Background: an optimization exercise with open tools, aiming at a short achievable clock period and few clock cycles. Do not read the settings as production practice.
For this run, only the layout was checked, not whether the RTL still works.
Power and IR drop assume default switching activity.

==> flow/config.mk <==
export PLATFORM = sky130hd
export DESIGN_NAME = um_core
export DESIGN_NICKNAME = um_core
export VERILOG_FILES = /design/flow/design.v
export SDC_FILE = /design/flow/constraint.sdc
export NUM_CORES = 4
export LEC_CHECK = 0
export CAP_MARGIN = 20
export CORE_MARGIN = 2
export CORE_UTILIZATION = 30
export PLACE_DENSITY = 0.4
export SLEW_MARGIN = 20
==> flow/constraint.sdc <==
create_clock -name core_clock -period 12.0 [get_ports {clk}]
set_input_delay 2.4000 -clock core_clock [delete_from_list [all_inputs] [get_ports {clk}]]
set_output_delay 2.4000 -clock core_clock [all_outputs]
set_load 0.01 [all_outputs]
==> flow/design.v <==
module um_core (
    input  wire        clk,
    input  wire        rst,           
    input  wire [19:0] img_len,       
    output reg         mem_en,
    output reg         mem_we,
    output reg  [23:0] mem_addr,
    output reg  [31:0] mem_wdata,
    input  wire [31:0] mem_rdata,
    output reg         out_valid,
    output reg  [7:0]  out_byte,
    output wire        in_req,
    input  wire        in_valid,
    input  wire [7:0]  in_byte,
    input  wire        in_eof,
    output wire [1:0]  status,        
    output reg  [2:0]  fault_kind,
    output wire [31:0] finger
);
    localparam [2:0] F_OPCODE = 3'd1;
    localparam [2:0] F_HANDLE = 3'd2;
    localparam [2:0] F_INDEX  = 3'd3;
    localparam [2:0] F_DIVZ   = 3'd4;
    localparam [2:0] F_RANGE  = 3'd5;
    localparam [2:0] F_ALLOC  = 3'd6;
    localparam [3:0] X_RUN  = 4'd0;
    localparam [3:0] X_MUL1 = 4'd1;
    localparam [3:0] X_MUL2 = 4'd2;
    localparam [3:0] X_DV0  = 4'd3;
    localparam [3:0] X_DV1  = 4'd4;
    localparam [3:0] X_DIV  = 4'd5;
    localparam [3:0] X_ZERO = 4'd6;
    localparam [3:0] X_CP   = 4'd7;
    localparam [3:0] X_CPE  = 4'd8;
    localparam [3:0] X_IN1  = 4'd9;
    localparam [3:0] X_IN2  = 4'd10;
    reg [3:0]  xs;
    reg        run;
    reg [1:0]  st;
    reg [31:0] fing;
    reg [31:0] regs [0:7];
    reg        slot_live [0:15];
    reg [23:0] slot_base [0:15];
    reg [19:0] slot_len  [0:15];
    reg [4:0]  n_slots;
    reg [3:0]  free_stack [0:15];
    reg [4:0]  free_sp;
    reg [23:0] heap_top;
    reg [31:0] f_pc;                  
    reg [23:0] f_addr;                
    reg        r_fetch;               
    reg        s_fetch;               
    reg [31:0] fq [0:3];              
    reg [2:0]  fq_n;
    reg        ir_v;
    reg [31:0] ir;
    reg [31:0] x_pc;                  
    reg        l1_v, l2_v;
    reg [2:0]  l1_r, l2_r;
    reg [31:0] mul_a, mul_b;
    reg [31:0] mul_ll;
    reg [15:0] mul_x;
    reg [31:0] div_n, div_d;
    reg [5:0]  div_ca, div_cb;
    reg [31:0] div_quot;
    reg [31:0] div_rem;
    reg [5:0]  div_cnt;
    reg [23:0] z_addr;                
    reg [23:0] c_src;                 
    reg [19:0] z_left;                
    reg [19:0] c_rd, c_wr, c_len;     
    reg [1:0]  c_ph;
    reg [31:0] c_tgt;
    reg        in_req_r;
    reg [31:0] in_val;
    integer i;
    wire [3:0]  op   = ir[31:28];
    wire [2:0]  ra_i = ir[8:6];
    wire [2:0]  rb_i = ir[5:3];
    wire [2:0]  rc_i = ir[2:0];
    wire [31:0] ra   = regs[ra_i];
    wire [31:0] rb   = regs[rb_i];
    wire [31:0] rc   = regs[rc_i];
    wire [31:0] hnd    = (op == 4'd2) ? ra : (op == 4'd9) ? rc : rb;
    wire [31:0] index  = (op == 4'd2) ? rb : rc;
    wire        live_h = (hnd[31:4] == 28'd0) && ({1'b0, hnd[3:0]} < n_slots) && slot_live[hnd[3:0]];
    wire [19:0] len_h  = slot_len[hnd[3:0]];
    wire [23:0] base_h = slot_base[hnd[3:0]];
    wire        in_bounds = (index[31:20] == 12'd0) && (index[19:0] < len_h);
    wire [23:0] acc_addr  = base_h + index[23:0];
    wire [23:0] base0 = slot_base[0];
    wire [19:0] len0  = slot_len[0];
    wire        can_mint   = (n_slots != 5'd16);
    wire [3:0]  new_handle = (free_sp != 5'd0) ? free_stack[free_sp - 5'd1] : n_slots[3:0];
    function hz;
        input [2:0] r;
        begin
            hz = (l1_v && l1_r == r) || (l2_v && l2_r == r);
        end
    endfunction
    wire x_hazard = (op != 4'd13) && (hz(ra_i) || hz(rb_i) || hz(rc_i));
    function [5:0] clz;
        input [31:0] v;
        integer k;
        begin
            clz = 6'd32;
            for (k = 0; k < 32; k = k + 1)
                if (v[k]) clz = 6'd31 - k[5:0];
        end
    endfunction
    wire [6:0]  div_t     = {1'b0, div_ca} + 7'd31 - {1'b0, div_cb};
    wire [32:0] div_shift = {div_rem, div_quot[31]};
    wire        div_ge    = div_shift >= {1'b0, div_d};
    wire [32:0] div_sub   = div_shift - {1'b0, div_d};
    wire        fetch_ok = (f_pc[31:20] == 12'd0) && (f_pc[19:0] < len0);
    wire [2:0]  credit   = fq_n + {2'd0, r_fetch} + {2'd0, s_fetch};
    reg        adv;           
    reg        x_we;          
    reg [2:0]  x_wr;
    reg [31:0] x_wd;
    reg        d_req;         
    reg        d_we;
    reg [23:0] d_addr;
    reg [31:0] d_wdata;
    reg        redir;         
    reg [31:0] redir_pc;
    reg [23:0] redir_base;
    reg [19:0] redir_len;
    reg        stop;
    reg        stop_halt;
    reg [2:0]  stop_kind;
    reg [31:0] stop_finger;
    reg        hold_fetch;    
    always @(*) begin
        adv = 1'b0;
        x_we = 1'b0; x_wr = ra_i; x_wd = 32'd0;
        d_req = 1'b0; d_we = 1'b0; d_addr = acc_addr; d_wdata = rc;
        redir = 1'b0; redir_pc = rc; redir_base = base0; redir_len = len0;
        stop = 1'b0; stop_halt = 1'b0; stop_kind = F_INDEX; stop_finger = x_pc + 32'd1;
        hold_fetch = 1'b0;
        if (run) begin
            case (xs)
                X_RUN: begin
                    if (ir_v && !x_hazard) begin
                        case (op)
                            4'd0: begin
                                adv = 1'b1;
                                x_we = (rc != 32'd0); x_wd = rb;
                            end
                            4'd1: begin
                                if (!live_h) begin
                                    stop = 1'b1; stop_kind = F_HANDLE;
                                end else if (!in_bounds) begin
                                    stop = 1'b1; stop_kind = F_INDEX;
                                end else begin
                                    adv = 1'b1; d_req = 1'b1;
                                end
                            end
                            4'd2: begin
                                if (!live_h) begin
                                    stop = 1'b1; stop_kind = F_HANDLE;
                                end else if (!in_bounds) begin
                                    stop = 1'b1; stop_kind = F_INDEX;
                                end else begin
                                    adv = 1'b1; d_req = 1'b1; d_we = 1'b1;
                                    if (ra == 32'd0) begin
                                        redir = 1'b1; redir_pc = x_pc + 32'd1;
                                    end
                                end
                            end
                            4'd3: begin adv = 1'b1; x_we = 1'b1; x_wd = rb + rc; end
                            4'd4: ;   
                            4'd5: begin
                                if (rc == 32'd0) begin
                                    stop = 1'b1; stop_kind = F_DIVZ;
                                end
                            end
                            4'd6: begin adv = 1'b1; x_we = 1'b1; x_wd = ~(rb & rc); end
                            4'd7: begin stop = 1'b1; stop_halt = 1'b1; end
                            4'd8: begin
                                if (rc[31:20] != 12'd0 || (free_sp == 5'd0 && !can_mint)) begin
                                    stop = 1'b1; stop_kind = F_ALLOC;
                                end else begin
                                    x_we = 1'b1; x_wr = rb_i; x_wd = {28'd0, new_handle};
                                    if (rc[19:0] == 20'd0) begin
                                        adv = 1'b1;
                                    end else begin
                                        d_req = 1'b1; d_we = 1'b1; d_addr = heap_top; d_wdata = 32'd0;
                                        adv = (rc[19:0] == 20'd1);
                                    end
                                end
                            end
                            4'd9: begin
                                if (rc == 32'd0 || !live_h) begin
                                    stop = 1'b1; stop_kind = F_HANDLE;
                                end else begin
                                    adv = 1'b1;
                                end
                            end
                            4'd10: begin
                                if (rc[31:8] != 24'd0) begin
                                    stop = 1'b1; stop_kind = F_RANGE;
                                end else begin
                                    adv = 1'b1;
                                end
                            end
                            4'd11: ;   
                            4'd12: begin
                                if (rb == 32'd0) begin
                                    adv = 1'b1; redir = 1'b1;
                                end else if (!live_h) begin
                                    stop = 1'b1; stop_kind = F_HANDLE;
                                end else if (len_h == 20'd0) begin
                                    adv = 1'b1; redir = 1'b1;
                                    redir_base = heap_top; redir_len = 20'd0;
                                end else begin
                                    hold_fetch = 1'b1;   
                                end
                            end
                            4'd13: begin
                                adv = 1'b1; x_we = 1'b1; x_wr = ir[27:25]; x_wd = {7'd0, ir[24:0]};
                            end
                            default: begin stop = 1'b1; stop_kind = F_OPCODE; end
                        endcase
                    end else if (!ir_v && fq_n == 3'd0 && !r_fetch && !s_fetch && !fetch_ok) begin
                        stop = 1'b1; stop_kind = F_INDEX; stop_finger = f_pc;
                    end
                end
                X_MUL2: begin
                    adv = 1'b1; x_we = 1'b1;
                    x_wd = mul_ll + {mul_x, 16'd0};
                end
                X_DV1: begin
                    if (div_t[6:5] != 2'b00) begin
                        adv = 1'b1; x_we = 1'b1; x_wd = 32'd0;
                    end
                end
                X_DIV: begin
                    if (div_cnt == 6'd1) begin
                        adv = 1'b1; x_we = 1'b1; x_wd = {div_quot[30:0], div_ge};
                    end
                end
                X_ZERO: begin
                    d_req = 1'b1; d_we = 1'b1; d_addr = z_addr; d_wdata = 32'd0;
                    adv = (z_left == 20'd1);
                end
                X_CP: begin
                    hold_fetch = 1'b1;
                    d_wdata = mem_rdata;
                    case (c_ph)
                        2'd0: begin d_req = 1'b1; d_addr = c_src + {4'd0, c_rd}; end
                        2'd1: begin
                            d_req = (c_rd != c_len); d_addr = c_src + {4'd0, c_rd};
                        end
                        default: begin
                            d_req = (c_wr != c_rd); d_we = 1'b1; d_addr = z_addr + {4'd0, c_wr};
                        end
                    endcase
                end
                X_CPE: begin
                    adv = 1'b1; redir = 1'b1; redir_pc = c_tgt;
                    redir_base = z_addr; redir_len = c_len;
                end
                X_IN2: begin
                    adv = 1'b1; x_we = 1'b1; x_wr = rc_i; x_wd = in_val;
                end
                default: ;
            endcase
        end
    end
    wire        redir_ok    = (redir_pc[31:20] == 12'd0) && (redir_pc[19:0] < redir_len);
    wire [23:0] redir_addr  = redir_base + redir_pc[23:0];
    wire [23:0] redir_addr1 = redir_base + redir_pc[23:0] + 24'd1;
    wire [31:0] redir_pc1   = redir_pc + 32'd1;
    wire take = !ir_v || adv;
    assign status = st;
    assign finger = fing;
    assign in_req = in_req_r;
    always @(posedge clk) begin
        if (rst) begin
            xs        <= X_RUN;
            run       <= 1'b1;
            st        <= 2'd0;
            fing      <= 32'd0;
            fault_kind <= 3'd0;
            out_valid <= 1'b0;
            out_byte  <= 8'd0;
            in_req_r  <= 1'b0;
            for (i = 0; i < 8; i = i + 1)
                regs[i] <= 32'd0;
            for (i = 0; i < 16; i = i + 1)
                slot_live[i] <= 1'b0;
            slot_live[0] <= 1'b1;
            slot_base[0] <= 24'd0;
            slot_len[0]  <= img_len;
            n_slots      <= 5'd1;
            free_sp      <= 5'd0;
            heap_top     <= {4'd0, img_len};
            ir_v    <= 1'b0;
            fq_n    <= 3'd0;
            x_pc    <= 32'd0;
            l1_v    <= 1'b0;
            l2_v    <= 1'b0;
            mem_en    <= (img_len != 20'd0);
            mem_we    <= 1'b0;
            mem_addr  <= 24'd0;
            mem_wdata <= 32'd0;
            r_fetch   <= (img_len != 20'd0);
            s_fetch   <= 1'b0;
            f_pc      <= (img_len != 20'd0) ? 32'd1 : 32'd0;
            f_addr    <= (img_len != 20'd0) ? 24'd1 : 24'd0;
        end else begin
            out_valid <= 1'b0;
            l2_v <= l1_v && !(x_we && x_wr == l1_r);
            l2_r <= l1_r;
            l1_v <= 1'b0;
            if (l2_v && !(x_we && x_wr == l2_r))
                regs[l2_r] <= mem_rdata;
            if (x_we)
                regs[x_wr] <= x_wd;
            if (stop) begin
                run <= 1'b0;
                st  <= stop_halt ? 2'd1 : 2'd2;
                fault_kind <= stop_halt ? 3'd0 : stop_kind;
                fing <= stop_finger;
            end
            if (run && xs == X_RUN && ir_v && !x_hazard) begin
                case (op)
                    4'd1: if (d_req) begin l1_v <= 1'b1; l1_r <= ra_i; end
                    4'd4: begin
                        mul_a <= rb; mul_b <= rc; xs <= X_MUL1;
                    end
                    4'd5: if (rc != 32'd0) begin
                        div_n <= rb; div_d <= rc; xs <= X_DV0;
                    end
                    4'd8: if (!stop) begin
                        slot_live[new_handle] <= 1'b1;
                        slot_base[new_handle] <= heap_top;
                        slot_len[new_handle]  <= rc[19:0];
                        if (free_sp != 5'd0)
                            free_sp <= free_sp - 5'd1;
                        else
                            n_slots <= n_slots + 5'd1;
                        heap_top <= heap_top + {4'd0, rc[19:0]};
                        z_addr   <= heap_top + 24'd1;
                        z_left   <= rc[19:0] - 20'd1;
                        if (rc[19:0] > 20'd1)
                            xs <= X_ZERO;
                    end
                    4'd9: if (!stop) begin
                        slot_live[rc[3:0]] <= 1'b0;
                        free_stack[free_sp[3:0]] <= rc[3:0];
                        free_sp <= free_sp + 5'd1;
                    end
                    4'd10: if (!stop) begin
                        out_valid <= 1'b1;
                        out_byte  <= rc[7:0];
                    end
                    4'd11: begin
                        xs <= X_IN1;
                        in_req_r <= 1'b1;
                    end
                    4'd12: if (rb != 32'd0 && live_h && len_h != 20'd0) begin
                        c_src  <= base_h;
                        z_addr <= heap_top;
                        c_len  <= len_h;
                        heap_top <= heap_top + {4'd0, len_h};
                        c_tgt  <= rc;
                        c_rd   <= 20'd0;
                        c_wr   <= 20'd0;
                        c_ph   <= 2'd0;
                        xs     <= X_CP;
                    end else if (rb != 32'd0 && live_h) begin
                        slot_base[0] <= heap_top;
                        slot_len[0]  <= 20'd0;
                    end
                    default: ;
                endcase
            end
            case (xs)
                X_MUL1: begin
                    mul_ll <= mul_a[15:0] * mul_b[15:0];
                    mul_x  <= mul_a[15:0] * mul_b[31:16] + mul_a[31:16] * mul_b[15:0];
                    xs <= X_MUL2;
                end
                X_MUL2: xs <= X_RUN;
                X_DV0: begin
                    div_ca <= clz(div_n);
                    div_cb <= clz(div_d);
                    xs <= X_DV1;
                end
                X_DV1: begin
                    if (div_t[6:5] != 2'b00) begin
                        xs <= X_RUN;
                    end else begin
                        div_rem  <= (div_t[4:0] == 5'd0) ? 32'd0 : (div_n >> (6'd32 - {1'b0, div_t[4:0]}));
                        div_quot <= div_n << div_t[4:0];
                        div_cnt  <= 6'd32 - {1'b0, div_t[4:0]};
                        xs <= X_DIV;
                    end
                end
                X_DIV: begin
                    div_rem  <= div_ge ? div_sub[31:0] : div_shift[31:0];
                    div_quot <= {div_quot[30:0], div_ge};
                    div_cnt  <= div_cnt - 6'd1;
                    if (div_cnt == 6'd1)
                        xs <= X_RUN;
                end
                X_ZERO: begin
                    z_addr <= z_addr + 24'd1;
                    z_left <= z_left - 20'd1;
                    if (z_left == 20'd1)
                        xs <= X_RUN;
                end
                X_CP: begin
                    c_ph <= c_ph + 2'd1;
                    if (c_ph[1] == 1'b0) begin
                        if (d_req) c_rd <= c_rd + 20'd1;
                    end else begin
                        if (d_req) c_wr <= c_wr + 20'd1;
                        if (c_ph == 2'd3 && c_rd == c_len)
                            xs <= X_CPE;
                    end
                end
                X_CPE: begin
                    slot_base[0] <= z_addr;
                    slot_len[0]  <= c_len;
                    xs <= X_RUN;
                end
                X_IN1: begin
                    if (in_valid) begin
                        in_req_r <= 1'b0;
                        in_val   <= in_eof ? 32'hFFFFFFFF : {24'd0, in_byte};
                        xs <= X_IN2;
                    end
                end
                X_IN2: xs <= X_RUN;
                default: ;
            endcase
            if (stop)
                in_req_r <= 1'b0;
            if (adv)
                x_pc <= redir ? redir_pc : x_pc + 32'd1;
            if (redir) begin
                ir_v <= 1'b0;
                fq_n <= 3'd0;
            end else if (take) begin
                if (fq_n != 3'd0) begin
                    ir   <= fq[0];
                    ir_v <= 1'b1;
                    fq[0] <= fq[1];
                    fq[1] <= fq[2];
                    fq[2] <= fq[3];
                    if (s_fetch)
                        fq[fq_n - 3'd1] <= mem_rdata;
                    else
                        fq_n <= fq_n - 3'd1;
                end else begin
                    ir   <= mem_rdata;
                    ir_v <= s_fetch;
                end
            end else if (s_fetch) begin
                fq[fq_n[1:0]] <= mem_rdata;
                fq_n <= fq_n + 3'd1;
            end
            s_fetch <= r_fetch && !redir;
            if (!run || stop) begin
                mem_en  <= 1'b0;
                mem_we  <= 1'b0;
                r_fetch <= 1'b0;
            end else if (d_req) begin
                mem_en    <= 1'b1;
                mem_we    <= d_we;
                mem_addr  <= d_addr;
                mem_wdata <= d_wdata;
                r_fetch   <= 1'b0;
                if (redir) begin
                    f_pc   <= redir_pc;
                    f_addr <= redir_addr;
                end
            end else if (redir) begin
                mem_en    <= redir_ok;
                mem_we    <= 1'b0;
                mem_addr  <= redir_addr;
                r_fetch   <= redir_ok;
                f_pc      <= redir_ok ? redir_pc1 : redir_pc;
                f_addr    <= redir_ok ? redir_addr1 : redir_addr;
            end else if (fetch_ok && credit <= 3'd3 && !hold_fetch) begin
                mem_en    <= 1'b1;
                mem_we    <= 1'b0;
                mem_addr  <= f_addr;
                r_fetch   <= 1'b1;
                f_pc      <= f_pc + 32'd1;
                f_addr    <= f_addr + 24'd1;
            end else begin
                mem_en    <= 1'b0;
                mem_we    <= 1'b0;
                r_fetch   <= 1'b0;
            end
        end
    end
endmodule
==> flow/run.sh <==
#!/bin/bash
# synth_recipe.tcl (not shown) runs the flow's synth.tcl, then flattens the netlist and writes it again
# the make line also repeats each setting of config.mk as NAME=value (left out here)
make -C /OpenROAD-flow-scripts/flow DESIGN_CONFIG=/design/flow/config.mk WORK_HOME=/design/flow/orfs CLKGATE_MAP_FILE= SYNTH_SCRIPT=/design/flow/synth_recipe.tcl finish
==> results.toml <==
[status]
status = "no timing/DRC/antenna violations"

[min_path]
hp-class = "register to register"
min_to = "fing[28]"
hold_depth = 2
min_from = "fing[28]"

[sta]
fmax_ghz = 0.0882
worst_slew_pin_slew_ns = 1.28
maxSlewHeadroom_pct = 14.1
report.final.setup_viol = 0
rsz0062_at_grt = "no"
hold_viol = 0
fin_crit_sh_pct = 94.4
period_minus_slack_ns = 11.33
tns_ns = 0
skew_ns = 0.0972
final_max_slew_viol_count = 0

[clock_tree]
post_cts_buffers = 0
cts_tree = "yes"
cts_root_buffer = "clkbuf_16"
clock_latency_ns = 0.97
cts-buffers-inserted = 235
cts_hold_buf = 0
cts_sinks = 1884
htree_num_levels = 4
cts.path.max_buffers = 4
path_clk_slew_ns = 0.06

[setup_path]
r2r-end = "mem_addr[17]"
cp.arrival_ns = 12.20
cp_max_fo = 107
crit_path_start = "ir[30]"
worstReg2RegStart = "ir[30]"
end_kind = "register"
rr_worst_depth = 37
crit_top_cell = "a21oi_1"
reg2reg_slack_ns = 0.67
cp-start-kind = "register"
crit_required_ns = 12.86
slowest_delay_ns = 0.73
critical_path_class = "register to register"
critPathSlowestCell = "o21ai_0"

[grt]
top_usage_layer = "met2"
antenna_found_initial = 60
grt_first_pass_wirelength_um = 788000
grt_util_met2_pct = 43.2
grt_max_degree = 122
grt.met3_usage_pct = 4.31
grt.overflow.total = 0
use_met1_pct = 36.3
grt_pass1_vias = 96658
grtUsageTotal_pct = 27.3

[logic_synthesis]
ys_seq_elements = 1884
ys_async_sr_fraction_pct = 0
syn-num-nets = 12694
synth_top_area_share_pct = 42.4
ys_types = 113
synth.avg_cell_area_um2 = 10.3
synth.largest_area_cell = "edfxtp_1"
netlist_instances = 11760
synth-edff-count = 1710
yosys_warnings = 1
synth.area.top_cells = "edfxtp_1, fa_1, nand2_1"
seq_area_frac_synth_pct = 45.3
syn_area_um2 = 121000
synth_flop_cell = "edfxtp_1"

[power]
total_power_w = 0.0401
p_leak_nw = 52.2
power_density_nw_per_um2 = 290
vdd_drop_max_v = 0.000269

[route]
drc_errors = 0
postRouteAntennaNets = 0
drt-initial-drc-count = 10786
drt-vias-per-instance = 5.69
wirelength_um = 570000
wl_per_cell_um = 32.7
dr.pass1.iters = 8
vias = 99007

[placement]
io_buffer_count = 168
placed_area_um2 = 130000
dp_hpwl_um = 420000
gp_congestion = 0.959

[final_layout]
drive_gt1_share_pct = 10.1
area_delta_synth_final_pct = 14.3
layout.nets = 12800
finalInstanceArea_um2 = 138000

[floorplan]
fp.dieH_um = 639
die_w_um = 639
io_pins = 169
row_count = 233
fp.dieArea_um2 = 409000
initial_core_util_pct = 30.1
core_um2 = 402000

[job]
cap_violations = 0
## Yosys cell counts, drive strengths merged (81+ instances only)
master / count
nand2: 1742
edfxtp: 1710
nor2: 790
inv: 755
a21oi: 564
clkbuf: 561
ha: 482
o21ai: 429
nand3: 404
fa: 388
xnor2: 326
a22o: 250
and2: 248
nor3: 226
and3: 197
buf: 182
mux2i: 182
xor2: 182
dfxtp: 174
a211oi: 170
mux4: 147
a31oi: 144
mux2: 143
a221oi: 108
nor4: 105
a21o: 97
a22oi: 89
nand4: 81
## routing by layer
metal | vias up | part of all wire, %
met3 | 919 | 6.8
met1 | 50905 | 42
li1 | 42920 | -
met5 | - | 0.0072
met4 | 6 | 5.4
met2 | 4257 | 45
## power by group
part	switching (W)	internal, W	leakage, nW
Combinational	0.0164	0.00742	30.6
Clock	0.00312	0.00429	3.81
Sequential	0.000599	0.00825	17.8
## stage by stage
step / cells / setup WS (ns) / utilization, % / hold slack, ns
finish: 17410 / 0.667 / 34.4 / 0.459
global route: 17368 / 0.00347 / 34.4 / 0.480
CTS: 17352 / 0.173 / 34.3 / 0.463
detailed placement: 16915 / 0.188 / 32.4 / 0.447
global placement: 16915 / 0.299 / 32.4 / 0.448
floorplan: 11760 / 1.27 / - / 0.444
## sequential cells by signal, summed over array words and instances (netlist names), 32 cells and up, named ones only
signal,flops
div_quot,32
x_pc,32
free_stack,64
fq,128
slot_len,320
div_n,32
fing,32
mem_wdata,32
c_tgt,32
slot_base,384
mul_a,32
regs,256
ir,32
div_rem,32
mul_b,32
mul_ll,32
div_d,32
f_pc,32
## placed cells by master, fill, tap and decap left out, drive strengths merged, types with 297 or more instances in the layout
cell	instances
fa	388
buf	445
xnor2	326
inv	760
clkbuf	297
nand3	404
o21ai	429
edfxtp	1710
nor2	790
a21oi	564
nand2	1742
ha	482
## logic make-up (layout without fill, tap and decap cells)
group           Yosys count  after routing  share of synthesized area (%)
simple gates           4101           4101                           15.5
other cells               0             57                              0
xor+xnor                508            508                           3.68
compound gates         2425           2425                           13.6
fa+ha+maj               871            871                           11.4
flops                  1884           1884                           45.3
mux                     472            472                           5.58
buf+inv                1499           1805                           4.90
## worst max-delay path by stage
stage,end,slack [ns],cells past startpoint
2_1_floorplan,div_cnt[0],1.27,3
3_3_place_gp,mem_addr[17],0.30,36
3_5_place_dp,f_addr[23],0.19,40
4_1_cts,f_addr[23],0.17,40
5_1_grt,f_addr[23],0.003,42
6_report,mem_addr[17],0.67,37
## cell type report
cell class | count | area [um^2]
clock inverters | 140 | 1580
diodes | 57 | 143
fillers | 40493 | 264000
multi-input cells | 8377 | 61000
inverters | 756 | 2850
well taps | 5287 | 6620
flip-flops and latches | 1884 | 54800
repair buffers | 612 | 5050
clock buffers | 297 | 6290
## worst max-delay path: cells and delay by family, from the launching register on
| kind | cells | cell delay (ns) |
|---|---|---|
| fa+ha+maj | 2 | 0.56 |
| simple gates | 8 | 2.68 |
| mux | 1 | 0.16 |
| buf+inv | 5 | 1.17 |
| flops | 1 | 0.43 |
| compound gates | 20 | 5.80 |
| xor+xnor | 1 | 0.27 |
## repair_timing
| item | in CTS | in global routing |
|---|---|---|
| resized for setup | 0 | 5 |
| setup endpoints to repair | 0 | 44 |
| hold endpoints to repair | 0 | 0 |

[what the ideal ports hide]
Ports are ideal in the flow. The routed layout listed here was re-timed in OpenROAD. Step 1 assumes that a clkbuf_16 drives the clock port and a buf_2 every other input. Step 2, shift: input delay + t, output delay - t, t = (earliest + latest rising clock arrival at the registers) / 2. This alone moves slack from input paths to output paths. Three values: no drivers, after step 1, after step 2; two values: the first two.
t (ns): 1.027
setup WS [ns]: 0.667 / 0.667 / 0.667
clock arrival spread, ns: 0.098 / 0.098
worst slew at a driven data input, ns: 0.07
cell pins on the clock port's net: 1
After both steps setup and hold are still met in this run. The setup slack of this run moves by 0.000 ns with the drivers and by 0.000 ns with both steps.
